This design comes from an exercise in tuning for small area, a short achievable clock period and few clock cycles per item on the open sky130 flow, not from production work. Function was checked by simulation only, so behaviour that the tests miss may differ from the original. Power figures rest on the tool's default switching activity, not on a simulated workload.

[flow/flow/run.sh]
#!/bin/bash
# Standard layout (the standard.sh, standard synthesis), with plain
# buffers (buf_1) on the ports instead of the delay buffers buffer_ports picks
# by default, and timing repair aiming 5 ns below the 10 ns clock.
set -euo pipefail
export BUFFER_PORTS_ARGS="-buffer_cell sky130_fd_sc_hd__buf_1"
export SETUP_SLACK_MARGIN=5.0
bash standard.sh > standard.log 2>&1
[flow/constraint.sdc]
create_clock -name core_clock -period 10.0 [get_ports {clk}]
set_input_delay 2.0000 -clock core_clock [delete_from_list [all_inputs] [get_ports {clk}]]
set_output_delay 2.0000 -clock core_clock [all_outputs]
set_load 0.01 [all_outputs]
[flow/design.v]
module lz_compress (
    input  wire        clk,
    input  wire        rst,
    input  wire        start,
    input  wire [12:0] src_len,
    input  wire [12:0] dst_cap,
    output wire        busy,
    output reg         done,
    output wire [7:0]  err_code,
    output wire [12:0] result_len,
    output wire [11:0] src_addr,
    input  wire [7:0]  src_rdata,
    output reg         dst_we,
    output reg  [12:0] dst_addr,
    output reg  [7:0]  dst_wdata,
    output reg  [11:0] head_addr,
    output reg         head_we,
    output reg  [12:0] head_wdata,
    input  wire [12:0] head_rdata,
    output reg  [10:0] chain_addr,
    output reg         chain_we,
    output wire [10:0] chain_wdata,
    input  wire [10:0] chain_rdata
);
    localparam [3:0]
        S_IDLE = 4'd0,
        S_CHK  = 4'd1,
        S_CLR  = 4'd2,
        S_HA   = 4'd3,    
        S_HB   = 4'd4,    
        S_SRCH = 4'd5,    
        S_DEC  = 4'd6,    
        S_T0   = 4'd7,    
        S_T1   = 4'd8,
        S_FIN  = 4'd9;
    reg [3:0]  state;
    reg [1:0]  err;
    reg [12:0] rem;          
    reg [12:0] q;            
    reg [12:0] co;           
    reg [3:0]  cnt;          
    reg [7:0]  w [0:9];      
    reg [11:0] sa;           
    reg [10:0] lk;
    reg        lkp;
    reg [3:0]  run_len;
    reg [12:0] hdr;
    reg        hpend;        
    reg        b1pend;
    reg [11:0] p;
    reg [10:0] room;         
    reg [10:0] delta;
    reg        cyc0, cyc1;
    reg [3:0]  bl;
    reg [10:0] bd;
    reg        iv;
    reg [3:0]  ik;
    reg        fv;
    reg [3:0]  fk;
    assign busy        = (state != S_IDLE);
    assign err_code    = {6'd0, err};
    assign result_len  = co;
    assign src_addr    = sa;
    assign chain_wdata = lk;
    function [12:0] radd;
        input [12:0] a, b;
        input        ci;
        integer      k;
        reg          c;
        begin
            c = ci;
            for (k = 0; k < 13; k = k + 1) begin
                radd[k] = a[k] ^ b[k] ^ c;
                c       = (a[k] & b[k]) | (c & (a[k] ^ b[k]));
            end
        end
    endfunction
    function eligible;
        input [7:0] b;
        begin
            eligible = (b == 8'h00) || (b >= 8'h09 && b <= 8'h7F);
        end
    endfunction
    wire [8:0] ha = {1'b0, w[1]};
    wire [8:0] hb = {1'b0, w[2]};
    wire [8:0] hash = {ha[3:0], ha[8:4]} ^ (ha >> 3) ^ {hb[6:0], hb[8:7]} ^ (hb >> 3) ^ {1'b0, w[3]};
    wire [11:0] hd     = q[11:0] - head_rdata[11:0];
    wire        hvalid = head_rdata[12] & ~hd[11];
    reg         ins_ok;      
    wire [3:0]  lim    = (rem >= 13'd10) ? 4'd10 : rem[3:0];
    wire [10:0] dsrc    = cyc1 ? chain_rdata : delta;
    wire [11:0] c_np    = p - {1'b0, dsrc};
    wire [11:0] pf      = p + ((bl >= 4'd3) ? {8'd0, bl} : 12'd0);  
    wire [11:0] c_npf   = pf - {1'b0, dsrc};
    wire [10:0] c_room  = room - dsrc;
    wire        c_nval  = (dsrc != 11'd0) && (dsrc <= room);
    function [3:0] nxt;
        input [3:0] k;
        reg   [3:0] s1;
        begin
            s1  = (k == 4'd1) ? 4'd3 : k + 4'd1;
            nxt = (s1 == bl) ? s1 + 4'd1 : s1;
        end
    endfunction
    wire        i_first = (ik == bl) && (bl >= 4'd3);
    wire [3:0]  nk      = i_first ? 4'd0 : nxt(ik);
    wire        nv      = iv && (nk < lim);
    wire m        = (src_rdata == w[fk]);
    wire f_ext    = (fk > bl);
    wire f_last   = (fk != bl) && !(nxt(fk) < lim);
    wire ev_rej   = fv && !f_ext && !m;
    wire ev_end   = fv && m && f_last;
    wire ev_acc   = fv && f_ext && !m;
    wire sw       = ev_rej || ev_acc;
    wire sw_valid = c_nval;
    wire [3:0]  bl_new = ev_acc ? fk : bl;
    wire [11:0] sw_p   = c_np;
    wire [11:0] acc_a  = (p + {8'd0, fk}) - {1'b0, delta};
    wire [11:0] sw_a   = ev_acc ? acc_a : c_npf;
    wire       is_pair  = (w[0] == 8'h20) && (w[1][7:6] == 2'b01);
    wire       tok_pair = is_pair && (bl <= 4'd3);
    wire       tok_bref = !tok_pair && (bl >= 4'd3);
    wire [3:0] tok_len  = tok_pair ? 4'd2 : (tok_bref ? bl : 4'd1);
    wire [7:0]  lb       = (state == S_T1) ? w[2] : ((state == S_T0) ? w[1] : w[0]);
    wire        lb_lit   = eligible(lb) && (run_len == 4'd0);
    wire [12:0] co1      = radd(co, 13'd0, 1'b1);
    wire [12:0] co2      = radd(co, 13'd1, 1'b1);
    wire [12:0] q1       = radd(q, 13'd0, 1'b1);
    wire [12:0] rem1     = radd(rem, 13'h1fff, 1'b0);
    wire [12:0] sa1      = radd({1'b0, sa}, 13'd0, 1'b1);
    wire [12:0] q10      = radd(q, 13'd10, 1'b0);
    wire [12:0] chk_b    = radd(rem, {3'd0, rem[12:3]}, 1'b1);
    wire [12:0] chk_d    = radd(co, ~chk_b, 1'b1);
    wire        chk_lt   = (co[12] ^ chk_b[12]) ? chk_b[12] : chk_d[12];
    wire        t_pair   = (rem == 13'd2) && (w[1] == 8'h20) && (w[2][7:6] == 2'b01);
    reg        new_we;
    reg        wr_we;
    reg [12:0] wr_addr;
    reg [7:0]  wr_data;
    always @(*) begin
        head_addr  = {3'd0, hash};
        head_we    = 1'b0;
        head_wdata = {1'b1, q[11:0]};
        chain_addr = q[10:0];
        chain_we   = 1'b0;
        new_we     = 1'b0;
        wr_addr   = co;
        wr_data  = lb;
        case (state)
            S_CLR: begin
                head_addr  = {3'd0, q[8:0]};
                head_we    = 1'b1;
                head_wdata = 13'd0;
            end
            S_HB:   head_we = ins_ok;
            S_SRCH: chain_addr = p[10:0];
            S_DEC: begin
                new_we = 1'b1;
                if (tok_pair) begin
                    wr_data = w[1] ^ 8'h80;
                end else if (tok_bref) begin
                    wr_data = {2'b10, bd[10:5]};
                end else if (!lb_lit && run_len == 4'd0) begin
                    wr_addr = co1;
                end
            end
            S_T0: begin
                if (hpend) begin
                    new_we = 1'b0;
                end else if (t_pair) begin
                    new_we    = 1'b1;
                    wr_data = w[2] ^ 8'h80;
                end else if (rem != 13'd0) begin
                    new_we = 1'b1;
                    if (!lb_lit && run_len == 4'd0) wr_addr = co1;
                end
            end
            S_T1: begin
                new_we = !hpend;
                if (!lb_lit && run_len == 4'd0) wr_addr = co1;
            end
            S_FIN: begin
                if (!b1pend && !hpend && run_len != 4'd0) begin
                    new_we    = 1'b1;
                    wr_addr  = hdr;
                    wr_data = {4'd0, run_len};
                end
            end
            default: ;
        endcase
        if (state != S_SRCH && state != S_IDLE && state != S_CHK && state != S_CLR)
            chain_we = lkp;
        wr_we = new_we;
        if (!new_we) begin
            if (b1pend) begin
                wr_we    = 1'b1;
                wr_addr  = co;
                wr_data = {bd[4:0], bl[2:0] - 3'd3};
            end else if (hpend) begin
                wr_we    = 1'b1;
                wr_addr  = hdr;
                wr_data = {4'd0, run_len};
            end
        end
    end
    integer i;
    always @(posedge clk) begin
        if (rst) begin
            dst_we <= 1'b0;
        end else begin
            dst_we <= wr_we;
        end
        dst_addr  <= wr_addr;
        dst_wdata <= wr_data;
    end
    always @(posedge clk) begin
        if (rst) begin
            state   <= S_IDLE;
            done    <= 1'b0;
            err     <= 2'd0;
            co      <= 13'd0;
            lkp     <= 1'b0;
            hpend   <= 1'b0;
            b1pend  <= 1'b0;
            run_len <= 4'd0;
            fv      <= 1'b0;
            iv      <= 1'b0;
        end else begin
            done <= 1'b0;
            if (!new_we) begin
                if (b1pend) begin
                    b1pend <= 1'b0;
                    co     <= co1;
                end else if (hpend) begin
                    hpend   <= 1'b0;
                    run_len <= 4'd0;
                end
            end
            if (chain_we) lkp <= 1'b0;
            case (state)
                S_IDLE: begin
                    if (start) begin
                        rem   <= src_len;
                        ins_ok <= (src_len >= 13'd3);
                        co    <= dst_cap;
                        state <= S_CHK;
                    end
                end
                S_CHK: begin
                    if (rem > 13'd4096 || co > 13'd4609) begin
                        err   <= 2'd2;
                        co    <= 13'd0;
                        done  <= 1'b1;
                        state <= S_IDLE;
                    end else if (chk_lt) begin
                        err   <= 2'd3;
                        co    <= 13'd0;
                        done  <= 1'b1;
                        state <= S_IDLE;
                    end else begin
                        co      <= 13'd0;
                        q       <= 13'd0;
                        sa      <= 12'd3594;     
                        run_len <= 4'd0;
                        hpend   <= 1'b0;
                        b1pend  <= 1'b0;
                        lkp     <= 1'b0;
                        cnt     <= 4'd0;
                        state   <= S_CLR;
                    end
                end
                S_CLR: begin
                    for (i = 0; i < 9; i = i + 1) w[i] <= w[i+1];
                    w[9] <= src_rdata;
                    if (q[8:0] == 9'd511) begin
                        q     <= 13'h1fff;      
                        state <= S_HA;
                    end else begin
                        q  <= q1;
                        sa <= sa1[11:0];
                    end
                end
                S_HA: begin
                    q <= q1;
                    if (cnt == 4'd0 && !ins_ok)
                        state <= S_T0;
                    else
                        state <= S_HB;
                end
                S_HB: begin
                    lk  <= hvalid ? hd[10:0] : 11'd0;
                    lkp <= ins_ok;
                    for (i = 0; i < 9; i = i + 1) w[i] <= w[i+1];
                    w[9] <= src_rdata;
                    if (cnt != 4'd0) begin
                        cnt   <= cnt - 4'd1;
                        rem   <= rem1;
                        ins_ok <= (rem >= 13'd4);
                        sa    <= sa1[11:0];
                        state <= S_HA;
                    end else begin
                        bl    <= 4'd2;
                        p     <= head_rdata[11:0];
                        room  <= ~hd[10:0];
                        sa    <= hvalid ? head_rdata[11:0] : q10[11:0];
                        iv    <= 1'b1;
                        ik    <= 4'd0;
                        fv    <= 1'b0;
                        cyc0  <= 1'b1;
                        cyc1  <= 1'b0;
                        state <= hvalid ? S_SRCH : S_DEC;
                    end
                end
                S_SRCH: begin
                    cyc0 <= 1'b0;
                    cyc1 <= cyc0;
                    if (cyc1) delta <= chain_rdata;
                    if (ev_end) begin
                        bl    <= lim;
                        bd    <= ~room;
                        fv    <= 1'b0;
                        sa    <= q10[11:0];
                        state <= S_DEC;
                    end else if (sw) begin
                        if (ev_acc) begin
                            bl <= fk;
                            bd <= ~room;
                        end
                        fv <= 1'b0;
                        if (!sw_valid) begin
                            sa    <= q10[11:0];
                            state <= S_DEC;
                        end else begin
                            p    <= sw_p;
                            room <= c_room;
                            sa   <= sw_a;
                            cyc0 <= 1'b1;
                            cyc1 <= 1'b0;
                            iv   <= 1'b1;
                            ik   <= (bl_new >= 4'd3) ? bl_new : 4'd0;
                        end
                    end else begin
                        fv  <= iv;
                        fk  <= ik;
                        iv  <= nv;
                        ik  <= nk;
                        sa  <= p + {8'd0, nk};
                    end
                end
                S_DEC: begin
                    q   <= q1;
                    rem <= rem1;
                    ins_ok <= (rem >= 13'd4);
                    cnt <= tok_len - 4'd1;
                    state <= (tok_len == 4'd1 && rem < 13'd4) ? S_T0 : S_HB;
                    if (tok_pair || tok_bref) begin
                        co <= co1;
                        if (run_len != 4'd0) hpend <= 1'b1;
                        b1pend <= tok_bref;
                    end else if (lb_lit) begin
                        co <= co1;
                    end else begin
                        if (run_len == 4'd0) begin
                            hdr <= co;
                            co  <= co2;
                        end else begin
                            co  <= co1;
                        end
                        run_len <= run_len + 4'd1;
                        if (run_len == 4'd7) hpend <= 1'b1;
                    end
                end
                S_T0, S_T1: begin
                    if (hpend) begin
                        state <= state;
                    end else if (state == S_T0 && t_pair) begin
                        co <= co1;
                        if (run_len != 4'd0) hpend <= 1'b1;
                        state <= S_FIN;
                    end else if (state == S_T0 && rem == 13'd0) begin
                        state <= S_FIN;
                    end else begin
                        if (lb_lit) begin
                            co <= co1;
                        end else begin
                            if (run_len == 4'd0) begin
                                hdr <= co;
                                co  <= co2;
                            end else begin
                                co  <= co1;
                            end
                            run_len <= run_len + 4'd1;
                            if (run_len == 4'd7) hpend <= 1'b1;
                        end
                        state <= (state == S_T0 && rem == 13'd2) ? S_T1 : S_FIN;
                    end
                end
                S_FIN: begin
                    if (!b1pend && !hpend) begin
                        if (run_len != 4'd0) begin
                            run_len <= 4'd0;
                        end else begin
                            err   <= 2'd0;
                            done  <= 1'b1;
                            state <= S_IDLE;
                        end
                    end
                end
                default: state <= S_IDLE;
            endcase
        end
    end
endmodule
[flow/config.mk]
export PLATFORM = sky130hd
export DESIGN_NAME = lz_compress
export DESIGN_NICKNAME = lz_compress
export VERILOG_FILES = /design/flow/design.v
export SDC_FILE = /design/flow/constraint.sdc
export NUM_CORES = 4
export LEC_CHECK = 0
export CAP_MARGIN = 20
export CORE_MARGIN = 2
export CORE_UTILIZATION = 50
export CTS_BUF_LIST = sky130_fd_sc_hd__clkbuf_4 sky130_fd_sc_hd__clkbuf_8
export SLEW_MARGIN = 20
[flow/standard.sh]
#!/bin/bash
# synth_recipe.tcl (not shown) runs the flow's synth.tcl, then flattens the netlist and writes it again
# the make line also repeats each setting of config.mk as NAME=value (left out here)
make -C /OpenROAD-flow-scripts/flow DESIGN_CONFIG=/design/flow/config.mk WORK_HOME=/design/flow/orfs CLKGATE_MAP_FILE= SYNTH_SCRIPT=/design/flow/synth_recipe.tcl "${@:-finish}"
==> flow_metrics.env, run 1 <==
export IMPL_status="timing/DRC/antenna clean"
export IMPL_die_h_um=196
export IMPL_crit_buf_inv=4
export IMPL_holdCritPathClass="flop to flop"
export IMPL_yosysWarnings=2
export IMPL_grt_max_degree=81
export IMPL_drt_iter0_drc=1622
export IMPL_syn_to_final_growth_pct=13.1
export IMPL_final_seq_area_sq_um=7180
export IMPL_fp_dieArea_sq_um=38300
export IMPL_via_count=15700
export IMPL_sequentialPowerShare_pct=40.4
export IMPL_combinationalPowerShare_pct=30.3
export IMPL_slew_headroom_pct=29.3
export IMPL_hold_viol_final=0
export IMPL_final_hold_worst_slack_ns=0.448
export IMPL_synth_edff_count=205
export IMPL_io_buffers=157
export IMPL_path_class="flop to flop"
export IMPL_first_global_vias=15400
export IMPL_ys_seq_elements=256
export IMPL_yosysSeqAreaShare_pct=39.1
export IMPL_coreArea_sq_um=36400
export IMPL_slew_viol_final=0
export IMPL_placed_cells_incl_taps=2471
export IMPL_ctsHoldBuffers=0
export IMPL_clock_latency_ns=0.65
export IMPL_drtAntennaViolNets=0
export IMPL_tns_ns=0
export IMPL_crit_family="adder cells"
export IMPL_cp_arrival_ns=6.27
export IMPL_maxCapViolCount=0
export IMPL_finalCriticalPeriod_ns=5.77
export IMPL_worstMarginPinSlew_ns=1.06
export IMPL_drive_above_1_share_pct=10.7
export IMPL_path_clk_slew_ns=0.06
export IMPL_end_kind="flop"
export IMPL_crit_fanout=3
export IMPL_syn_cell_area_sq_um=18400
export IMPL_start_kind="flop"
export IMPL_initial_core_util_pct=50.4
export IMPL_irDropWorstVdd_mv=0.0933
export IMPL_place_hpwl_um=44000
export IMPL_cts_path_max_buffers=3
export IMPL_fin_crit_sh_pct=57.7
export IMPL_power_density_nw_per_um2=174
export IMPL_wl_um=59900
export IMPL_rsz0062_at_grt="yes"
export IMPL_cts_made_buffers=47
export IMPL_cts_tree="yes"
export IMPL_setup_violations_final=0
export IMPL_post_drt_wl_per_cell_um=23.2
export IMPL_clock_sinks=256
export IMPL_switchingPower_mw=1.32
export IMPL_grt_overflow=0
export IMPL_antenna_found_initial=1
export IMPL_crit_chain="inv_2 -> ha_4 -> fa_2 -> fa_2 -> fa_2 -> fa_2 -> fa_2 -> fa_2 -> fa_2 -> fa_2 -> inv_2 -> fa_2 -> inv_2 -> ha_4 -> o21a_1 -> o211ai_1 -> nand2_1 -> fa_2 -> a2111oi_4 -> buf_4 -> a21oi_4 -> a22oi_1 -> nor2_1"
export IMPL_leakagePower_nw=8.40
export IMPL_total_power_mw=3.62
export IMPL_grt_pass1_wl_um=90500
export IMPL_p_int_mw=2.30
export IMPL_pwr_share_clk_pct=29.3
export IMPL_num_io_pins=167
export IMPL_clock_skew_ns=0.0339
export IMPL_die_x_um=196
export IMPL_root_buffer="clkbuf_8"
export IMPL_dr_pass1_iters=7
export IMPL_max_stage_delay_ns=0.43
export IMPL_rows=70
export IMPL_avgViaCountPerCell=6.10
export IMPL_nFillCells=3298
export IMPL_drc=0
export IMPL_syn_inst=1910
export IMPL_cts_max_level=2
export IMPL_swShare_pct=36.5
export IMPL_synth_distinct_cells=83
export IMPL_multiInputGateArea_sq_um=10400
export IMPL_max_freq_mhz=173
export IMPL_grt_util_all_layers_pct=31.0
export IMPL_synth_area_per_cell_sq_um=9.62
export IMPL_fin_nets=2337
export IMPL_antenna_cells=0
export IMPL_async_flop_share_pct=0
export IMPL_required_ns=10.50
export IMPL_synth_flop_cell="edfxtp_1"
export IMPL_crit_top_cell="fa_2"
export IMPL_place_congestion=0.968
export IMPL_fin_cells=2582
export IMPL_cp_slowest_cell="fa_2"
## power groups by stage
stage	Combinational [mW]	Clock (mW)	Sequential [mW]
floorplan	0.700	0	1.43
global placement	1.02	0	1.48
detailed placement	1.04	0	1.48
CTS	1.08	1.08	1.46
global route	1.20	1.12	1.47
finish	1.10	1.06	1.46
## final timing paths
check	from	end	slack (ns)	cells after the start
max	rem[3]	err[0]	4.23	23
min	w[4][5]	w[3][5]	0.45	0
max reg2reg	rem[3]	err[0]	4.23	23
min reg2reg	w[4][5]	w[3][5]	0.45	0
## layout by cell type, fill, tap and decap left out, types with 22 or more instances in the layout
cell type and instances:
clkbuf_8 50, mux2i_1 44, buf_4 43, xnor2_1 70, xor2_1 36, nand2_1 156, clkbuf_4 22, a222oi_1 26
nor2_1 144, buf_1 156, ha_1 164, nand3_1 33, inv_1 160, a22oi_1 29, dfxtp_1 48, nor3_1 40
a21oi_1 128, edfxtp_1 205, o21ai_0 110
## stage by stage
step	util (%)	area, sq um	worst slack, ns
after floorplan	-	18500	4.38
after global placement	53.4	19400	4.07
after detailed placement	53.4	19500	3.90
after CTS	56.7	20700	4.27
after global routing	57.0	20800	4.05
final	57.0	20800	4.23
## flip-flops by register name, indices dropped and copies added, names as in the netlist, 12 cells and up
register,flops
co,13
dst_addr,13
hdr,13
p,12
q,12
rem,13
sa,12
w,80
## timing repair
item | 4_1_cts | 5_1_grt
gates cloned | 1 | 0
resized for setup | 19 | 22
pin swaps | 9 | 4
setup buffers | 20 | 2
endpoints found under the setup margin | 77 | 104
## cells by family (layout without fill, tap and decap cells)
family                     count (synthesis)  after routing  share of synthesized area (%)
buffers and inverters                    266            461                           5.96
xor gates and xnor gates                 106            106                           5.05
and+or+nand+nor                          516            517                           13.3
AOI/OAI and AO/OA                        500            500                           18.1
adders and majority gates                201            201                           14.8
muxes                                     64             64                           3.60
DFF                                      256            256                           39.1
other                                      1              9                         0.0204
## cell type report
cell class | count | area share (%)
multi-input combinational | 1397 | 50.2
sequential | 256 | 34.6
timing repair buffer | 203 | 4.64
clock buffer | 72 | 4.11
inverter | 170 | 3.10
tap | 468 | 2.82
clock inverter | 16 | 0.542
## cells in the mapped netlist (5+ instances only)
| cell type | n | area [sq um] |
|---|---|---|
| xnor2_1 | 70 | 613 |
| clkbuf_1 | 57 | 214 |
| o22ai_1 | 6 | 37.5 |
| a22oi_1 | 29 | 218 |
| o311ai_0 | 5 | 43.8 |
| o221ai_1 | 16 | 140 |
| o21ai_0 | 114 | 571 |
| o21ai_1 | 5 | 25.0 |
| mux2_2 | 16 | 180 |
| ha_1 | 173 | 2160 |
| a21oi_1 | 133 | 666 |
| and2_1 | 22 | 138 |
| nand3_1 | 35 | 175 |
| nand2_1 | 159 | 597 |
| a22o_1 | 9 | 78.8 |
| dfxtp_1 | 51 | 1020 |
| mux2i_1 | 47 | 470 |
| nor2_1 | 148 | 556 |
| nand3b_1 | 9 | 67.6 |
| nor4_1 | 8 | 50.1 |
| o211ai_1 | 14 | 105 |
| a21o_1 | 21 | 158 |
| a211oi_1 | 18 | 135 |
| buf_2 | 20 | 100 |
| edfxtp_1 | 205 | 6160 |
| nand2b_1 | 12 | 75.1 |
| a221o_1 | 6 | 60.1 |
| and3_1 | 16 | 100 |
| nor2b_1 | 22 | 138 |
| o21bai_1 | 8 | 60.1 |
| inv_1 | 167 | 627 |
| nand4_1 | 11 | 68.8 |
| a222oi_1 | 26 | 260 |
| a31oi_1 | 16 | 100 |
| xor2_1 | 36 | 315 |
| nor3_1 | 43 | 215 |
| a221oi_1 | 11 | 96.3 |
| o21a_1 | 19 | 143 |
| fa_1 | 28 | 561 |
| buf_4 | 11 | 82.6 |
## metal layers
metal | vias to the layer above | wire length [um] | global-route usage [%]
met1 | 7600 | 24900 | 40.4
met2 | 699 | 28500 | 51.6
met5 | - | 13 | 0
met3 | 130 | 4000 | 4.59
li1 | 7309 | - | -
met4 | 2 | 2520 | 13.4
Testbench counts, summed over its fixed seeds: cycles 333,986, bytes 47,585.
==> run 2: changes to the inputs <==
--- a/flow/design.v
+++ b/flow/design.v
@@ -131,5 +131,2 @@
     wire [12:0] q10      = radd(q, 13'd10, 1'b0);
-    wire [12:0] chk_b    = radd(rem, {3'd0, rem[12:3]}, 1'b1);
-    wire [12:0] chk_d    = radd(co, ~chk_b, 1'b1);
-    wire        chk_lt   = (co[12] ^ chk_b[12]) ? chk_b[12] : chk_d[12];
     wire        t_pair   = (rem == 13'd2) && (w[1] == 8'h20) && (w[2][7:6] == 2'b01);
@@ -254,3 +251,3 @@
                         state <= S_IDLE;
-                    end else if (chk_lt) begin
+                    end else if (co < rem + {3'd0, rem[12:3]} + 13'd1) begin
                         err   <= 2'd3;
==> flow_metrics.env, run 2 <==
export IMPL_status="timing/DRC/antenna clean"
export IMPL_max_freq_mhz=207
export IMPL_num_io_pins=167
export IMPL_cp_arrival_ns=5.18
export IMPL_reg2reg_from="rem[3]"
export IMPL_synth_top_area_share_pct=32.8
export IMPL_p_int_mw=2.27
export IMPL_tns_ns=0
export IMPL_leakagePower_nw=8.29
export IMPL_switchingPower_mw=1.29
export IMPL_finish_utilization_pct=56.0
export IMPL_initial_core_util_pct=50.4
export IMPL_maxCapViolCount=0
export IMPL_rows=71
export IMPL_holdCritPathClass="flop to flop"
export IMPL_ff2ff_path_depth=25
export IMPL_rsz0062_at_grt="yes"
export IMPL_swShare_pct=36.2
export IMPL_sequentialPowerShare_pct=41.1
export IMPL_startpoint="chain_rdata[1]"
export IMPL_drive_above_1_share_pct=7.61
export IMPL_end_kind="flop"
export IMPL_grt_busiest_layer="met2"
export IMPL_drtAntennaViolNets=0
export IMPL_cts_made_buffers=48
export IMPL_power_density_nw_per_um2=170
export IMPL_place_hpwl_um=43600
export IMPL_grt_use_met3_pct=4.56
export IMPL_synth_edff_count=205
export IMPL_cts_tree="yes"
export IMPL_clock_skew_ns=0.0446
export IMPL_grt_util_all_layers_pct=29.8
export IMPL_first_global_vias=15200
export IMPL_layout_cells_most_common="edfxtp_1"
export IMPL_yosysSeqAreaShare_pct=38.2
export IMPL_crit_fanout=4
export IMPL_drt_iter0_drc=1659
export IMPL_path_class="input pin to flop"
export IMPL_async_flop_share_pct=0
export IMPL_dr_pass1_iters=8
export IMPL_syn_cell_area_sq_um=18800
export IMPL_setup_violations_final=0
export IMPL_synth_distinct_cells=92
export IMPL_syn_inst=1994
export IMPL_yosysWarnings=2
export IMPL_largest_register_ffs=80
export IMPL_grt_overflow=0
export IMPL_root_buffer="clkbuf_8"
export IMPL_cts_path_max_buffers=3
export IMPL_worst_slack_ns=5.18
export IMPL_worstMarginPinSlew_ns=1.06
export IMPL_io_buffers=157
export IMPL_syn_to_final_growth_pct=11.3
export IMPL_final_cell_mix="205 x edfxtp_1, 179 x ha_1, 171 x nand2_1"
export IMPL_fp_dieArea_sq_um=39100
export IMPL_coreArea_sq_um=37300
export IMPL_combinationalPowerShare_pct=29.7
export IMPL_synth_area_per_cell_sq_um=9.42
export IMPL_top_register="w"
export IMPL_use_met1_pct=39.0
export IMPL_required_ns=10.36
export IMPL_path_clk_slew_ns=0.06
export IMPL_slew_headroom_pct=29.2
export IMPL_reg2reg_slack_ns=5.24
export IMPL_synthTopCellsByCount="205 x edfxtp_1, 181 x ha_1, 172 x nand2_1"
export IMPL_synthTopCellsByArea="edfxtp_1 33%, ha_1 12%, dfxtp_1 5.4%, xnor2_1 4.0%, o21ai_0 3.7%"
export IMPL_wl_um=58600
export IMPL_die_x_um=198
export IMPL_post_place_ws_ns=4.32
export IMPL_fin_nets=2407
export IMPL_hold_viol_final=0
export IMPL_finalCriticalPeriod_ns=4.82
export IMPL_grt_pass1_wl_um=88700
export IMPL_irDropWorstVdd_mv=0.0994
export IMPL_place_congestion=0.929
export IMPL_clock_latency_ns=0.65
export IMPL_post_drt_wl_per_cell_um=22.1
export IMPL_r2r_end="run_len[3]"
export IMPL_synth_top_cell_by_area="edfxtp_1"
export IMPL_crit_end="sa[11]"
export IMPL_slew_viol_final=0
export IMPL_cts_max_level=2
export IMPL_avgViaCountPerCell=6.06
export IMPL_via_count=16100
export IMPL_pwr_share_clk_pct=29.3
export IMPL_grt_max_degree=81
export IMPL_antenna_found_initial=1
export IMPL_total_power_mw=3.56
export IMPL_drc=0
export IMPL_fin_crit_sh_pct=48.2
export IMPL_yosysMostFrequentCell="edfxtp_1"
export IMPL_start_kind="input pin"
export IMPL_gr_usage_met2_pct=49.5
export IMPL_clock_sinks=256
export IMPL_ctsHoldBuffers=0
export IMPL_ys_seq_elements=256
export IMPL_die_h_um=198
export IMPL_synth_flop_cell="edfxtp_1"
## run 2: cell types whose count changed in the layout (fill, tap and decap cells not counted), sizes merged, moves of 14 or more
cell	previous run	this run
nand2b	12	26
nor2	149	168
xnor2	70	85
buf	202	185
o21ai	119	149
o22ai	6	22
## run 2: power by group through the flow
stage	sequential [mW]	clock, mW	combinational [mW]
floorplan	1.43	0	0.703
global placement	1.47	0	1.01
detailed placement	1.48	0	1.02
CTS	1.46	1.06	1.04
global route	1.48	1.11	1.17
finish	1.46	1.04	1.06
## run 2: logic make-up after synthesis
family,synth area share (%)
AO/OA/AOI/OAI,19.2
XOR/XNOR,5.71
adder cells (fa/ha/maj),14.1
buffers and inverters,5.43
flip-flops,38.2
multiplexers,2.77
other,0.0200
AND/OR/NAND/NOR,14.6
## run 2: worst min-delay path by stage
stage	startpoint	to	slack (ns)	cells after the start
global route	w[6][1]	w[5][1]	0.45	0
detailed placement	w[9][7]	w[8][7]	0.43	0
finish	w[6][1]	w[5][1]	0.44	0
CTS	w[6][1]	w[5][1]	0.44	0
global placement	w[7][1]	w[6][1]	0.43	0
floorplan	bd[2]	dst_wdata[5]	0.42	2
## run 2: stage by stage
step                std cells  hold WS [ns]  instance area (sq um)
global route             2656         0.448                  20900
detailed placement       2563         0.432                  19800
floorplan                2002         0.418                  18800
global placement         2563         0.430                  19800
CTS                      2651         0.437                  20800
finish                   2657         0.440                  20900
## run 2: timing repair
action | in CTS | in global routing
gates resized for setup | 9 | 13
pin swaps | 2 | 4
buffers inserted | 2 | 5
setup endpoints to repair | 79 | 89
## run 2: worst max-delay path, cell delays in order
cell	delay (ns)
buf_1	0.12
mux2i_4	0.21
inv_2	0.11
fa_1	0.56
inv_1	0.06
ha_1	0.30
a211oi_1	0.28
o21bai_1	0.14
a21oi_2	0.17
o21a_1	0.19
o41ai_2	0.10
o41a_1	0.33
xor2_1	0.14
mux2i_1	0.22
xnor2_1	0.17
a2bb2oi_2	0.08
## run 2: layer usage
| layer | vias to the layer above | share of wire, % | wire length [um] |
|---|---|---|---|
| li1 | 7601 | - | - |
| met1 | 7810 | 42 | 24800 |
| met2 | 588 | 48 | 28200 |
| met3 | 111 | 6.1 | 3600 |
| met4 | 0 | 3.6 | 2110 |
| met5 | - | 0 | 0 |
## run 2: final cells by class
type                            instances  area [sq um]
Tap cell                              474           593
Fill cell                            3402         16400
Sequential cell                       256          7180
Inverter                              155           589
Multi-Input combinational cell       1499         10700
Timing Repair Buffer                  186           853
Clock inverter                         19           118
Clock buffer                           67           828
Antenna cell                            1          2.50
Testbench counts of run 2, summed over its fixed seeds: cycles 333,986, bytes 47,585.
==> run 3: changes to the inputs <==
==> flow/flow/run.sh (replaced) <==
#!/bin/bash
# Standard layout (the standard.sh, standard synthesis), with plain
# buffers (buf_1) on the ports instead of the delay buffers buffer_ports picks
# by default, and timing repair aiming 5.5 ns below the 10 ns clock.
set -euo pipefail
export BUFFER_PORTS_ARGS="-buffer_cell sky130_fd_sc_hd__buf_1"
export SETUP_SLACK_MARGIN=5.5
bash standard.sh > standard.log 2>&1
==> flow_metrics.env, run 3 <==
export IMPL_ctsHoldBuffers=0
export IMPL_switchingPower_mw=1.34
export IMPL_final_cell_mix="205 x edfxtp_1, 170 x ha_1, 169 x nand2_1"
export IMPL_synth_top_cell_by_area="edfxtp_1"
export IMPL_setup_violations_final=0
export IMPL_drc=0
export IMPL_pwr_share_clk_pct=29.7
export IMPL_synthTopCellsByCount="205 x edfxtp_1, 181 x ha_1, 172 x nand2_1"
export IMPL_synth_xor_area_share_pct=5.71
export IMPL_holdCritPathClass="flop to flop"
export IMPL_clock_latency_ns=0.66
export IMPL_combinationalPowerShare_pct=30.8
export IMPL_synth_top_family_by_area="compound AO/OA/AOI/OAI gates"
export IMPL_post_drt_wl_per_cell_um=22.3
export IMPL_coreArea_sq_um=37300
export IMPL_drt_iter0_drc=1386
export IMPL_yosysWarnings=2
export IMPL_final_area_sq_um=21800
export IMPL_largest_register_ffs=80
export IMPL_final_hold_worst_slack_ns=0.446
export IMPL_yosysSeqAreaShare_pct=38.2
export IMPL_start_kind="input pin"
export IMPL_hold_viol_final=0
export IMPL_sequentialPowerShare_pct=39.5
export IMPL_max_freq_mhz=222
export IMPL_synth_mux_area_share_pct=2.77
export IMPL_swShare_pct=35.9
export IMPL_clock_sinks=256
export IMPL_io_buffers=157
export IMPL_synth_compound_area_share_pct=19.2
export IMPL_top_register="w"
export IMPL_place_congestion=0.915
export IMPL_required_ns=10.40
export IMPL_nFillCells=3408
export IMPL_slew_viol_final=0
export IMPL_fin_nets=2455
export IMPL_total_power_mw=3.72
export IMPL_die_x_um=198
export IMPL_path_class="input pin to flop"
export IMPL_rsz0062_at_grt="yes"
export IMPL_fin_crit_sh_pct=45.0
export IMPL_via_count=16400
export IMPL_power_density_nw_per_um2=171
export IMPL_avgViaCountPerCell=6.07
export IMPL_die_h_um=198
export IMPL_grt_overflow=0
export IMPL_use_met1_pct=39.4
export IMPL_grt_use_met3_pct=4.50
export IMPL_grt_max_degree=81
export IMPL_place_hpwl_um=44000
export IMPL_cp_arrival_ns=4.90
export IMPL_cts_path_max_buffers=3
export IMPL_synth_edff_count=205
export IMPL_syn_to_final_growth_pct=15.9
export IMPL_initial_core_util_pct=50.4
export IMPL_antenna_cells=0
export IMPL_p_int_mw=2.39
export IMPL_grt_pass1_wl_um=91200
export IMPL_wl_um=60300
export IMPL_synthTopCellsByArea="edfxtp_1 33%, ha_1 12%, dfxtp_1 5.4%, xnor2_1 4.0%, o21ai_0 3.7%"
export IMPL_irDropWorstVdd_mv=0.105
export IMPL_cts_made_buffers=48
export IMPL_path_clk_slew_ns=0.06
export IMPL_grt_util_all_layers_pct=30.5
export IMPL_placed_cell_area_sq_um=19900
export IMPL_cts_tree="yes"
export IMPL_synth_simple_area_share_pct=14.6
export IMPL_synth_top_area_share_pct=32.8
export IMPL_drtAntennaViolNets=0
export IMPL_yosysMostFrequentCell="edfxtp_1"
export IMPL_end_kind="flop"
export IMPL_synthAdderAreaFrac_pct=14.1
export IMPL_finalCriticalPeriod_ns=4.50
export IMPL_dr_pass1_iters=6
export IMPL_crit_fanout=2
export IMPL_syn_cell_area_sq_um=18800
export IMPL_clock_skew_ns=0.0600
export IMPL_syn_inst=1994
export IMPL_first_global_vias=15600
export IMPL_tns_ns=0
export IMPL_ys_seq_elements=256
export IMPL_synth_flop_cell="edfxtp_1"
export IMPL_status="timing/DRC/antenna clean"
export IMPL_synth_distinct_cells=92
export IMPL_root_buffer="clkbuf_8"
export IMPL_num_io_pins=167
export IMPL_worstMarginPinSlew_ns=1.09
export IMPL_rows=71
export IMPL_antenna_found_initial=0
export IMPL_drive_above_1_share_pct=12.2
export IMPL_async_flop_share_pct=0
export IMPL_layout_cells_most_common="edfxtp_1"
export IMPL_synth_area_per_cell_sq_um=9.42
export IMPL_cts_max_level=2
export IMPL_fp_dieArea_sq_um=39100
export IMPL_leakagePower_nw=8.60
export IMPL_slew_headroom_pct=27.1
export IMPL_maxCapViolCount=0
export IMPL_grt_busiest_layer="met2"
export IMPL_gr_usage_met2_pct=51.5
[run 3: changes by cell type in the layout (fill, tap and decap cells not counted), moves of 7 or more]
cell	delta
clkbuf_4	-7
ha_1	-9
ha_4	+9
buf_4	+40
o21ai_0	-9
[run 3: cells by family after synthesis]
kind of cell	after synthesis
simple gates	572
flops	256
xor+xnor	121
fa+ha+maj	200
compound gates	547
buf+inv	247
mux	50
other cells	1
[run 3: power groups by stage]
stage	clock network, mW	registers, mW	logic [mW]
global placement	0	1.49	0.997
CTS	1.12	1.47	1.07
finish	1.10	1.47	1.15
floorplan	0	1.43	0.709
global route	1.17	1.49	1.26
detailed placement	0	1.49	1.01
[run 3: what timing repair did]
action                     CTS  global route
gates cloned                 1             2
setup buffers               25            30
gates resized for setup     35            76
setup endpoints to repair  122           121
pin swaps                   10            35
[run 3: path summary, 6_finish.rpt]
check	start	end	slack (ns)	cells past startpoint
hold / removal	w[9][0]	w[8][0]	0.45	0
hold reg to reg	w[9][0]	w[8][0]	0.45	0
setup / recovery	chain_rdata[1]	sa[11]	5.50	16
setup reg to reg	rem[3]	sa[5]	5.57	24
[run 3: layout make-up]
| cell class | instances | area (sq um) | share of cell area, % |
|---|---|---|---|
| clock buffer | 56 | 727 | 3.34 |
| inverter | 155 | 588 | 2.70 |
| timing repair buffer | 232 | 1260 | 5.80 |
| timing repair inverter | 1 | 7.51 | 0.0345 |
| sequential | 256 | 7190 | 33.0 |
| multi-input combinational | 1500 | 11100 | 51.1 |
| clock inverter | 30 | 279 | 1.28 |
| tap | 474 | 593 | 2.72 |
[run 3: stage by stage]
| stage | cells | setup WS (ns) | utilization [%] |
|---|---|---|---|
| global route | 2704 | 5.32 | 58.4 |
| finish | 2704 | 5.50 | 58.4 |
| CTS | 2671 | 5.50 | 56.8 |
| floorplan | 2002 | 5.19 | - |
| detailed placement | 2559 | 4.62 | 53.2 |
| global placement | 2559 | 4.76 | 53.2 |
[run 3: critical path, cell delays in order]
cell and delay (ns):
buf_8 0.10, mux2i_4 0.14, inv_2 0.07, fa_1 0.52, inv_2 0.05, ha_4 0.21, a211oi_2 0.20, o21bai_1 0.11
a21oi_2 0.16, o21a_1 0.23, o41ai_4 0.09, o41a_1 0.35, xor2_1 0.15, mux2i_1 0.25, xnor2_1 0.19, a2bb2oi_2 0.08
[run 3: per-layer routing]
layer	vias to the layer above	wire length, um
li1	7692	-
met1	7959	25200
met2	624	28800
met3	147	3830
met4	0	2440
met5	-	0
==> run 4: changes to the inputs <==
--- a/flow/config.mk
+++ b/flow/config.mk
@@ -10,3 +10,5 @@
 export CORE_UTILIZATION = 50
-export CTS_BUF_LIST = sky130_fd_sc_hd__clkbuf_4 sky130_fd_sc_hd__clkbuf_8
+export CTS_BUF_LIST = sky130_fd_sc_hd__clkbuf_8
+export CTS_CLUSTER_DIAMETER = 60
+export CTS_CLUSTER_SIZE = 20
 export SLEW_MARGIN = 20
==> flow_metrics.env, run 4 <==
export IMPL_wl_um=60200
export IMPL_worstMarginPinSlew_ns=1.24
export IMPL_status="timing/DRC/antenna clean"
export IMPL_cts_made_buffers=34
export IMPL_slew_headroom_pct=17.3
export IMPL_synth_distinct_cells=92
export IMPL_path_class="input pin to flop"
export IMPL_nFillCells=3408
export IMPL_max_stage_delay_ns=0.52
export IMPL_synth_flop_cell="edfxtp_1"
export IMPL_grt_max_degree=81
export IMPL_reg2reg_from="rem[5]"
export IMPL_grt_overflow=0
export IMPL_tns_ns=0
export IMPL_crit_fanout=2
export IMPL_async_flop_share_pct=0
export IMPL_synth_edff_count=205
export IMPL_ys_seq_elements=256
export IMPL_power_density_nw_per_um2=165
export IMPL_ctsHoldBuffers=0
export IMPL_yosysWarnings=2
export IMPL_cts_tree="yes"
export IMPL_drtAntennaViolNets=0
export IMPL_clock_latency_ns=0.63
export IMPL_ff2ff_path_depth=13
export IMPL_setup_violations_final=0
export IMPL_crit_chain="buf_8 -> mux2i_4 -> inv_2 -> fa_1 -> inv_2 -> ha_4 -> a211oi_2 -> o21bai_1 -> a21oi_2 -> o21a_1 -> o41ai_4 -> o41a_1 -> xor2_1 -> mux2i_1 -> xnor2_1 -> a2bb2oi_2"
export IMPL_fin_cells=2679
export IMPL_coreArea_sq_um=37300
export IMPL_holdCritPathClass="flop to flop"
export IMPL_path_clk_slew_ns=0.10
export IMPL_end_kind="flop"
export IMPL_syn_to_final_growth_pct=14.5
export IMPL_layout_cells_most_common="edfxtp_1"
export IMPL_clock_skew_ns=0.0417
export IMPL_rows=71
export IMPL_io_buffers=157
export IMPL_initial_core_util_pct=50.4
export IMPL_min_delay_start="w[9][6]"
export IMPL_yosysMostFrequentCell="edfxtp_1"
export IMPL_maxCapViolCount=0
export IMPL_grt_pass1_wl_um=90200
export IMPL_slew_viol_final=0
export IMPL_post_drt_wl_per_cell_um=22.5
export IMPL_leakagePower_nw=8.47
export IMPL_placed_cell_area_sq_um=19900
export IMPL_finalCriticalPeriod_ns=4.53
export IMPL_start_kind="input pin"
export IMPL_yosysSeqAreaShare_pct=38.2
export IMPL_cp_arrival_ns=4.89
export IMPL_num_io_pins=167
export IMPL_synthTopCellsByCount="205 x edfxtp_1, 181 x ha_1, 172 x nand2_1"
export IMPL_rsz0062_at_grt="yes"
export IMPL_crit_top_cell="inv_2"
export IMPL_grt_util_all_layers_pct=30.3
export IMPL_synth_top_cell_by_area="edfxtp_1"
export IMPL_drc=0
export IMPL_syn_cell_area_sq_um=18800
export IMPL_dr_pass1_iters=7
export IMPL_drive_above_1_share_pct=11.4
export IMPL_largest_register_ffs=80
export IMPL_top_register="w"
export IMPL_die_h_um=198
export IMPL_fin_nets=2439
export IMPL_final_hold_worst_slack_ns=0.455
export IMPL_antenna_found_initial=2
export IMPL_clock_sinks=256
export IMPL_hold_viol_final=0
export IMPL_synth_area_per_cell_sq_um=9.42
export IMPL_place_congestion=0.915
export IMPL_required_ns=10.37
export IMPL_total_power_mw=3.55
export IMPL_synthTopCellsByArea="edfxtp_1 33%, ha_1 12%, dfxtp_1 5.4%, xnor2_1 4.0%, o21ai_0 3.7%"
export IMPL_fin_crit_sh_pct=45.3
export IMPL_irDropWorstVdd_mv=0.118
export IMPL_placed_cells_incl_taps=2559
export IMPL_avgViaCountPerCell=6.10
export IMPL_syn_inst=1994
export IMPL_fp_dieArea_sq_um=39100
export IMPL_cts_max_level=2
export IMPL_min_path_cells=0
export IMPL_drt_iter0_drc=1412
export IMPL_synth_top_area_share_pct=32.8
export IMPL_final_cell_mix="205 x edfxtp_1, 171 x ha_1, 169 x nand2_1"
export IMPL_first_global_vias=15400
export IMPL_root_buffer="clkbuf_8"
export IMPL_final_area_sq_um=21500
export IMPL_via_count=16300
export IMPL_cp_slowest_cell="fa_1"
export IMPL_cts_path_max_buffers=3
export IMPL_max_freq_mhz=221
export IMPL_die_x_um=198
export IMPL_place_hpwl_um=44000
export IMPL_startpoint="chain_rdata[1]"
[run 4: cell counts after synthesis]
No cell type changed its count.
[run 4: what timing repair did]
action,in CTS,in global routing
pin swaps,10,31
gates cloned,1,4
buffers inserted,23,29
endpoints found under the setup margin,123,119
resized for setup,39,63
[run 4: cell families (layout without fill, tap and decap cells)]
family,after synthesis,count (layout),synth area share (%)
DFF,256,256,38.2
AOI/OAI and AO/OA,547,547,19.2
muxes,50,50,2.77
buffers and inverters,247,447,5.43
and+or+nand+nor,572,574,14.6
adders and majority gates,200,200,14.1
other,1,10,0.0200
xor gates and xnor gates,121,121,5.71
[run 4: path summary, 6_finish.rpt]
check                                to  slack, ns
worst max-delay path             sa[11]       5.47
worst min-delay path            w[8][6]       0.46
worst max register to register   sa[11]       5.50
worst min register to register  w[8][6]       0.46
[run 4: where the power goes]
part	internal (mW)	switching (mW)
sequential	1.31	0.156
combinational	0.460	0.691
clock	0.414	0.519
total	2.19	1.37
[run 4: stage by stage]
step	setup slack [ns]	util, %
after global placement	4.76	53.2
after floorplan	5.19	-
final	5.47	57.6
after global routing	5.32	57.6
after CTS	5.47	56.2
after detailed placement	4.62	53.2
[run 4: per-layer routing]
layer	global-route usage, %	part of all wire (%)	up-vias	wire [um]
li1	-	-	7658	-
met1	39.2	41	7841	24900
met2	50.6	48	695	28800
met3	4.29	6.7	145	4010
met4	13.6	4.3	2	2560
met5	0	0.027	-	16
[run 4: critical path: cells and delay by family]
family / cells / cell delay [ns]
xor gates and xnor gates: 2 / 0.34
muxes: 2 / 0.37
adders and majority gates: 2 / 0.73
buffers and inverters: 3 / 0.22
AOI/OAI and AO/OA: 7 / 1.22
[run 4: area by class of cell]
| class | count | area [sq um] | share of cell area [%] |
|---|---|---|---|
| Sequential cell | 256 | 7190 | 33.4 |
| Multi-Input combinational cell | 1501 | 11100 | 51.5 |
| Clock inverter | 28 | 324 | 1.51 |
| Tap cell | 474 | 593 | 2.76 |
| Antenna cell | 1 | 2.50 | 0.0116 |
| Inverter | 155 | 588 | 2.73 |
| Timing Repair inverter | 1 | 7.51 | 0.0349 |
| Timing Repair Buffer | 229 | 1250 | 5.82 |
| Clock buffer | 34 | 468 | 2.18 |
==> run 5: changes to the inputs <==
--- a/flow/config.mk
+++ b/flow/config.mk
@@ -11,4 +11,4 @@
 export CTS_BUF_LIST = sky130_fd_sc_hd__clkbuf_8
-export CTS_CLUSTER_DIAMETER = 60
-export CTS_CLUSTER_SIZE = 20
+export CTS_CLUSTER_DIAMETER = 40
+export CTS_CLUSTER_SIZE = 12
 export SLEW_MARGIN = 20
==> flow_metrics.env, run 5 <==
export IMPL_start_kind="input pin"
export IMPL_end_kind="flop"
export IMPL_maxCapViolCount=0
export IMPL_yosysMostFrequentCell="edfxtp_1"
export IMPL_crit_fanout=2
export IMPL_coreArea_sq_um=37300
export IMPL_die_h_um=198
export IMPL_synth_distinct_cells=92
export IMPL_rows=71
export IMPL_num_io_pins=167
export IMPL_fin_cells=2700
export IMPL_synth_area_per_cell_sq_um=9.42
export IMPL_path_class="input pin to flop"
export IMPL_place_hpwl_um=44000
export IMPL_antenna_found_initial=1
export IMPL_hold_viol_final=0
export IMPL_root_buffer="clkbuf_8"
export IMPL_synth_top_area_share_pct=32.8
export IMPL_syn_inst=1994
export IMPL_syn_cell_area_sq_um=18800
export IMPL_fin_nets=2448
export IMPL_max_freq_mhz=222
export IMPL_post_place_ws_ns=4.62
export IMPL_required_ns=10.38
export IMPL_worstMarginPinSlew_ns=1.15
export IMPL_die_x_um=198
export IMPL_async_flop_share_pct=0
export IMPL_drtAntennaViolNets=0
export IMPL_synth_flop_cell="edfxtp_1"
export IMPL_io_buffers=157
export IMPL_ctsHoldBuffers=0
export IMPL_multiInputGateArea_sq_um=11100
export IMPL_final_seq_area_sq_um=7190
export IMPL_path_clk_slew_ns=0.07
export IMPL_grt_util_all_layers_pct=30.3
export IMPL_setup_violations_final=0
export IMPL_cts_path_max_buffers=3
export IMPL_final_cell_mix="205 x edfxtp_1, 171 x ha_1, 169 x nand2_1"
export IMPL_synth_edff_count=205
export IMPL_status="timing/DRC/antenna clean"
export IMPL_cts_tree="yes"
export IMPL_first_global_vias=15500
export IMPL_rsz0062_at_grt="yes"
export IMPL_yosysSeqAreaShare_pct=38.2
export IMPL_total_power_mw=3.83
export IMPL_crit_buf_inv=3
export IMPL_clock_skew_ns=0.0205
export IMPL_tns_ns=0
export IMPL_crit_top_cell="inv_2"
export IMPL_clock_latency_ns=0.64
export IMPL_yosysWarnings=2
export IMPL_finish_utilization_pct=58.6
export IMPL_grt_pass1_wl_um=90500
export IMPL_power_density_nw_per_um2=175
export IMPL_crit_family="compound AO/OA/AOI/OAI gates"
export IMPL_holdCritPathClass="flop to flop"
export IMPL_largest_register_ffs=80
export IMPL_max_stage_delay_ns=0.52
export IMPL_top_register="w"
export IMPL_clock_sinks=256
export IMPL_grt_overflow=0
export IMPL_slew_headroom_pct=23.2
export IMPL_cp_arrival_ns=4.88
export IMPL_drt_iter0_drc=1447
export IMPL_initial_core_util_pct=50.4
export IMPL_cp_slowest_cell="fa_1"
export IMPL_nFillCells=3372
export IMPL_fp_dieArea_sq_um=39100
export IMPL_slew_viol_final=0
export IMPL_synthTopCellsByArea="edfxtp_1 33%, ha_1 12%, dfxtp_1 5.4%, xnor2_1 4.0%, o21ai_0 3.7%"
export IMPL_wl_um=60100
export IMPL_drc=0
export IMPL_post_drt_wl_per_cell_um=22.3
export IMPL_layout_cells_most_common="edfxtp_1"
export IMPL_cts_max_level=2
export IMPL_via_count=16400
export IMPL_synthTopCellsByCount="205 x edfxtp_1, 181 x ha_1, 172 x nand2_1"
export IMPL_cts_made_buffers=47
export IMPL_leakagePower_nw=8.62
export IMPL_drive_above_1_share_pct=12.5
export IMPL_worst_slack_ns=5.50
export IMPL_grt_max_degree=81
export IMPL_syn_to_final_growth_pct=16.3
export IMPL_dr_pass1_iters=8
export IMPL_place_congestion=0.915
export IMPL_placed_cells_incl_taps=2559
export IMPL_synth_top_cell_by_area="edfxtp_1"
export IMPL_irDropWorstVdd_mv=0.0953
export IMPL_fin_crit_sh_pct=45.0
export IMPL_avgViaCountPerCell=6.08
export IMPL_crit_chain="buf_8 -> mux2i_4 -> inv_2 -> fa_1 -> inv_2 -> ha_4 -> a211oi_2 -> o21bai_1 -> a21oi_2 -> o21a_1 -> o41ai_4 -> o41a_1 -> xor2_1 -> mux2i_1 -> xnor2_1 -> a2bb2oi_2"
export IMPL_finalCriticalPeriod_ns=4.50
export IMPL_ys_seq_elements=256
## run 5: cell counts after synthesis
Identical to the previous run, type by type.
## run 5: cell type report
cell class | count | area share [%]
multi-input combinational | 1502 | 50.9
clock buffer | 49 | 3.09
antenna | 1 | 0.0114
tap | 474 | 2.71
clock inverter | 38 | 2.12
timing repair buffer | 224 | 5.58
timing repair inverter | 1 | 0.0343
inverter | 155 | 2.69
sequential | 256 | 32.9
## run 5: worst paths after layout
| check | startpoint | end | slack, ns | cells past startpoint |
|---|---|---|---|---|
| max reg2reg | bl[1] | sa[11] | 5.58 | 16 |
| max | chain_rdata[1] | sa[11] | 5.50 | 16 |
| min reg2reg | w[8][3] | w[7][3] | 0.45 | 0 |
| min | w[8][3] | w[7][3] | 0.45 | 0 |
## run 5: worst register-to-register path: stages, from the launching register on
cell and delay (ns):
edfxtp_1 0.64, ha_1 0.36, or3_1 0.50, nand2_1 0.16, fa_1 0.46, inv_2 0.08
ha_4 0.19, a211oi_2 0.20, o21bai_1 0.11, a21oi_2 0.16, o21a_1 0.23, o41ai_4 0.09
o41a_1 0.35, xor2_1 0.15, mux2i_1 0.23, xnor2_1 0.19, a2bb2oi_2 0.08
## run 5: report_power, final
group	switching, mW	total, mW	leakage [nW]	internal, mW
clock network	0.531	1.22	0.555	0.689
logic	0.687	1.14	5.79	0.455
registers	0.156	1.47	2.28	1.32
## run 5: timing repair
item / in CTS / in global routing
gates cloned: 1 / 4
endpoints found under the hold margin: 0 / 0
gates resized for setup: 40 / 74
pin swaps: 10 / 40
endpoints found under the setup margin: 125 / 129
setup buffers: 18 / 29
## run 5: cells by family after synthesis
family | share of synthesized area, %
compound gates | 19.2
xor+xnor | 5.71
fa+ha+maj | 14.1
buf+inv | 5.43
flops | 38.2
mux | 2.77
other cells | 0.0200
simple gates | 14.6
## run 5: layer usage
layer,wire length (um),global-route usage [%]
met1,24700,39.3
met4,2540,13.3
met3,4240,4.48
met5,0,0
met2,28600,50.6
## run 5: through the flow
| stage | area (sq um) | hold WS, ns |
|---|---|---|
| floorplan | 18900 | 0.418 |
| global placement | 19900 | 0.428 |
| detailed placement | 19900 | 0.428 |
| CTS | 21300 | 0.446 |
| global route | 21900 | 0.449 |
| finish | 21900 | 0.449 |
==> run 6: changes to the inputs <==
==> flow/flow/run.sh (replaced) <==
#!/bin/bash
# Standard layout (the standard.sh, standard synthesis), with plain
# buffers (buf_1) on the ports instead of the delay buffers buffer_ports picks
# by default, and timing repair aiming 5.75 ns below the 10 ns clock.
set -euo pipefail
export BUFFER_PORTS_ARGS="-buffer_cell sky130_fd_sc_hd__buf_1"
export SETUP_SLACK_MARGIN=5.75
bash standard.sh > standard.log 2>&1
--- a/flow/config.mk
+++ b/flow/config.mk
@@ -9,6 +9,6 @@
 export CORE_MARGIN = 2
-export CORE_UTILIZATION = 50
+export CORE_UTILIZATION = 55
 export CTS_BUF_LIST = sky130_fd_sc_hd__clkbuf_8
-export CTS_CLUSTER_DIAMETER = 40
-export CTS_CLUSTER_SIZE = 12
+export CTS_CLUSTER_DIAMETER = 60
+export CTS_CLUSTER_SIZE = 20
 export SLEW_MARGIN = 20
==> flow_metrics.env, run 6 <==
export IMPL_slew_headroom_pct=28.8
export IMPL_drive_above_1_share_pct=16.0
export IMPL_fin_crit_sh_pct=44.5
export IMPL_grt_util_all_layers_pct=33.2
export IMPL_min_delay_start="w[9][5]"
export IMPL_synth_top_area_share_pct=32.8
export IMPL_max_stage_delay_ns=0.39
export IMPL_synth_distinct_cells=92
export IMPL_worst_slack_ns=5.55
export IMPL_setup_violations_final=0
export IMPL_tns_ns=0
export IMPL_leakagePower_nw=8.80
export IMPL_ys_seq_elements=256
export IMPL_root_buffer="clkbuf_8"
export IMPL_grt_overflow=0
export IMPL_worstMarginPinSlew_ns=1.07
export IMPL_clock_sinks=256
export IMPL_post_place_ws_ns=4.74
export IMPL_coreArea_sq_um=33600
export IMPL_irDropWorstVdd_mv=0.113
export IMPL_synth_edff_count=205
export IMPL_max_freq_mhz=225
export IMPL_path_clk_slew_ns=0.11
export IMPL_layout_cells_most_common="edfxtp_1"
export IMPL_final_area_sq_um=22300
export IMPL_crit_fanout=2
export IMPL_power_density_nw_per_um2=162
export IMPL_path_class="flop to flop"
export IMPL_yosysWarnings=2
export IMPL_rsz0062_at_grt="yes"
export IMPL_maxCapViolCount=0
export IMPL_top_register="w"
export IMPL_initial_core_util_pct=55.9
export IMPL_async_flop_share_pct=0
export IMPL_post_drt_wl_per_cell_um=22.7
export IMPL_synthTopCellsByCount="205 x edfxtp_1, 181 x ha_1, 172 x nand2_1"
export IMPL_finalCriticalPeriod_ns=4.45
export IMPL_via_count=16800
export IMPL_end_kind="flop"
export IMPL_first_global_vias=15800
export IMPL_largest_register_ffs=80
export IMPL_syn_inst=1994
export IMPL_synth_area_per_cell_sq_um=9.42
export IMPL_crit_family="compound AO/OA/AOI/OAI gates"
export IMPL_crit_buf_inv=2
export IMPL_dr_pass1_iters=8
export IMPL_status="timing/DRC/antenna clean"
export IMPL_drc=0
export IMPL_wl_um=60800
export IMPL_syn_cell_area_sq_um=18800
export IMPL_drt_iter0_drc=1848
export IMPL_clock_latency_ns=0.69
export IMPL_placed_cell_area_sq_um=20000
export IMPL_cts_made_buffers=29
export IMPL_start_kind="flop"
export IMPL_yosysMostFrequentCell="edfxtp_1"
export IMPL_num_io_pins=167
export IMPL_fp_dieArea_sq_um=35700
export IMPL_avgViaCountPerCell=6.24
export IMPL_place_hpwl_um=43500
export IMPL_reg2reg_from="rem[0]"
export IMPL_clock_skew_ns=0.0620
export IMPL_fin_nets=2473
export IMPL_placed_cells_incl_taps=2535
export IMPL_ctsHoldBuffers=0
export IMPL_place_congestion=0.979
export IMPL_startpoint="rem[0]"
export IMPL_rows=67
export IMPL_hold_viol_final=0
export IMPL_fin_cells=2684
export IMPL_required_ns=10.54
export IMPL_synth_flop_cell="edfxtp_1"
export IMPL_slew_viol_final=0
export IMPL_syn_to_final_growth_pct=18.6
export IMPL_cp_arrival_ns=4.99
export IMPL_die_h_um=189
export IMPL_synthTopCellsByArea="edfxtp_1 33%, ha_1 12%, dfxtp_1 5.4%, xnor2_1 4.0%, o21ai_0 3.7%"
export IMPL_cts_max_level=1
export IMPL_cts_tree="yes"
export IMPL_drtAntennaViolNets=0
export IMPL_yosysSeqAreaShare_pct=38.2
export IMPL_die_x_um=189
export IMPL_holdCritPathClass="flop to flop"
export IMPL_cp_slowest_cell="edfxtp_1"
export IMPL_antenna_found_initial=0
export IMPL_final_cell_mix="205 x edfxtp_1, 166 x nand2_1, 164 x ha_1"
export IMPL_grt_max_degree=81
export IMPL_finish_utilization_pct=66.3
export IMPL_cts_path_max_buffers=3
export IMPL_grt_pass1_wl_um=92000
export IMPL_synth_top_cell_by_area="edfxtp_1"
export IMPL_io_buffers=157
==> run 6: cell count changes in the layout (fill, tap and decap cells not counted), moves of 7 or more <==
cell        delta
buf_4         +34
clkbuf_8      -17
o21ai_0       -13
bufinv_16      -8
clkinvlp_4     -8
xnor2_1        -8
ha_1           -7
inv_1          -7
xnor2_2        +7
==> run 6: layout make-up <==
type,instances,area [sq um]
diodes,1,2.50
clock buffers,31,427
clock inverters,23,278
fillers,2801,11300
inverters,155,611
multi-input cells,1503,11600
flip-flops and latches,256,7190
well taps,448,561
repair buffers,266,1590
repair inverters,1,7.51
==> run 6: worst paths after layout <==
check,endpoint,slack (ns),cells past startpoint
worst max-delay path,run_len[3],5.55,25
worst min-delay path,w[8][5],0.41,0
worst max register to register,run_len[3],5.55,25
worst min register to register,w[8][5],0.41,0
==> run 6: through the flow <==
stage	total power, mW	hold slack [ns]
4_1_cts	3.47	0.412
3_5_place_dp	2.51	0.429
3_3_place_gp	2.49	0.431
5_1_grt	3.76	0.421
2_1_floorplan	2.15	0.418
6_report	3.60	0.414
==> run 6: power breakdown <==
| group | leakage [nW] | total [mW] | internal (mW) | switching (mW) |
|---|---|---|---|---|
| combinational | 6.16 | 1.29 | 0.531 | 0.761 |
| clock | 0.362 | 0.856 | 0.341 | 0.515 |
| sequential | 2.28 | 1.45 | 1.31 | 0.139 |
| total | 8.80 | 3.60 | 2.18 | 1.42 |
==> run 6: layer usage <==
metal | GRT usage (%) | routed length, um | vias up
li1 | - | - | 7732
met1 | 44.1 | 24700 | 8088
met2 | 56.3 | 29400 | 788
met3 | 3.52 | 4280 | 151
met4 | 12.2 | 2460 | 0
met5 | 0 | 0 | -
==> run 6: cell families (layout without fill, tap and decap cells) <==
family,count (synthesis),count (layout),synth area share (%)
AOI/OAI and AO/OA,547,547,19.2
and+or+nand+nor,572,576,14.6
muxes,50,50,2.77
xor gates and xnor gates,121,121,5.71
other,1,10,0.0200
DFF,256,256,38.2
buffers and inverters,247,476,5.43
adders and majority gates,200,200,14.1
==> run 6: what timing repair did <==
item / in CTS / in global routing
gates resized for setup: 78 / 94
setup endpoints to repair: 146 / 145
pin swaps: 11 / 43
setup buffers: 44 / 42
cloned: 5 / 2
endpoints found under the hold margin: 0 / 0

## static timing again, ports no longer ideal
How much do the figures lean on ideal ports? The routed layouts below were timed once more, with nothing changed but the port constraints.
Step 1: set_driving_cell puts a clkbuf_16 on clk and a buf_2 on each other input, an assumption about the parent block.
Step 2, shift: input delay + t, output delay - t, t = (earliest + latest rising clock arrival at the registers) / 2. This alone moves slack from input paths to output paths.
Three values: ideal, step 1, step 2; two values: the first two.
| run | t (ns) | setup slack, ns | hold slack, ns | slew at the worst register clock pin (ns) |
|---|---|---|---|---|
| run 1 | 0.682 | 4.234 / 4.234 / 4.234 | 0.448 / 0.448 / 0.448 | 0.07 / 0.07 |
| run 2 | 0.678 | 5.179 / 5.147 / 4.533 | 0.440 / 0.440 / 0.440 | 0.07 / 0.07 |
| run 3 | 0.681 | 5.503 / 5.515 / 4.834 | 0.446 / 0.446 / 0.446 | 0.07 / 0.07 |
| run 4 | 0.661 | 5.474 / 5.482 / 4.821 | 0.455 / 0.455 / 0.455 | 0.11 / 0.11 |
| run 5 | 0.673 | 5.499 / 5.507 / 4.833 | 0.449 / 0.449 / 0.449 | 0.07 / 0.07 |
| run 6 | 0.706 | 5.552 / 5.552 / 4.922 | 0.414 / 0.414 / 0.414 | 0.12 / 0.12 |
After both steps every run listed still meets setup and hold. For run 3, which loses most, drivers alone change the setup slack by +0.012 ns; drivers and shift together by -0.669 ns.
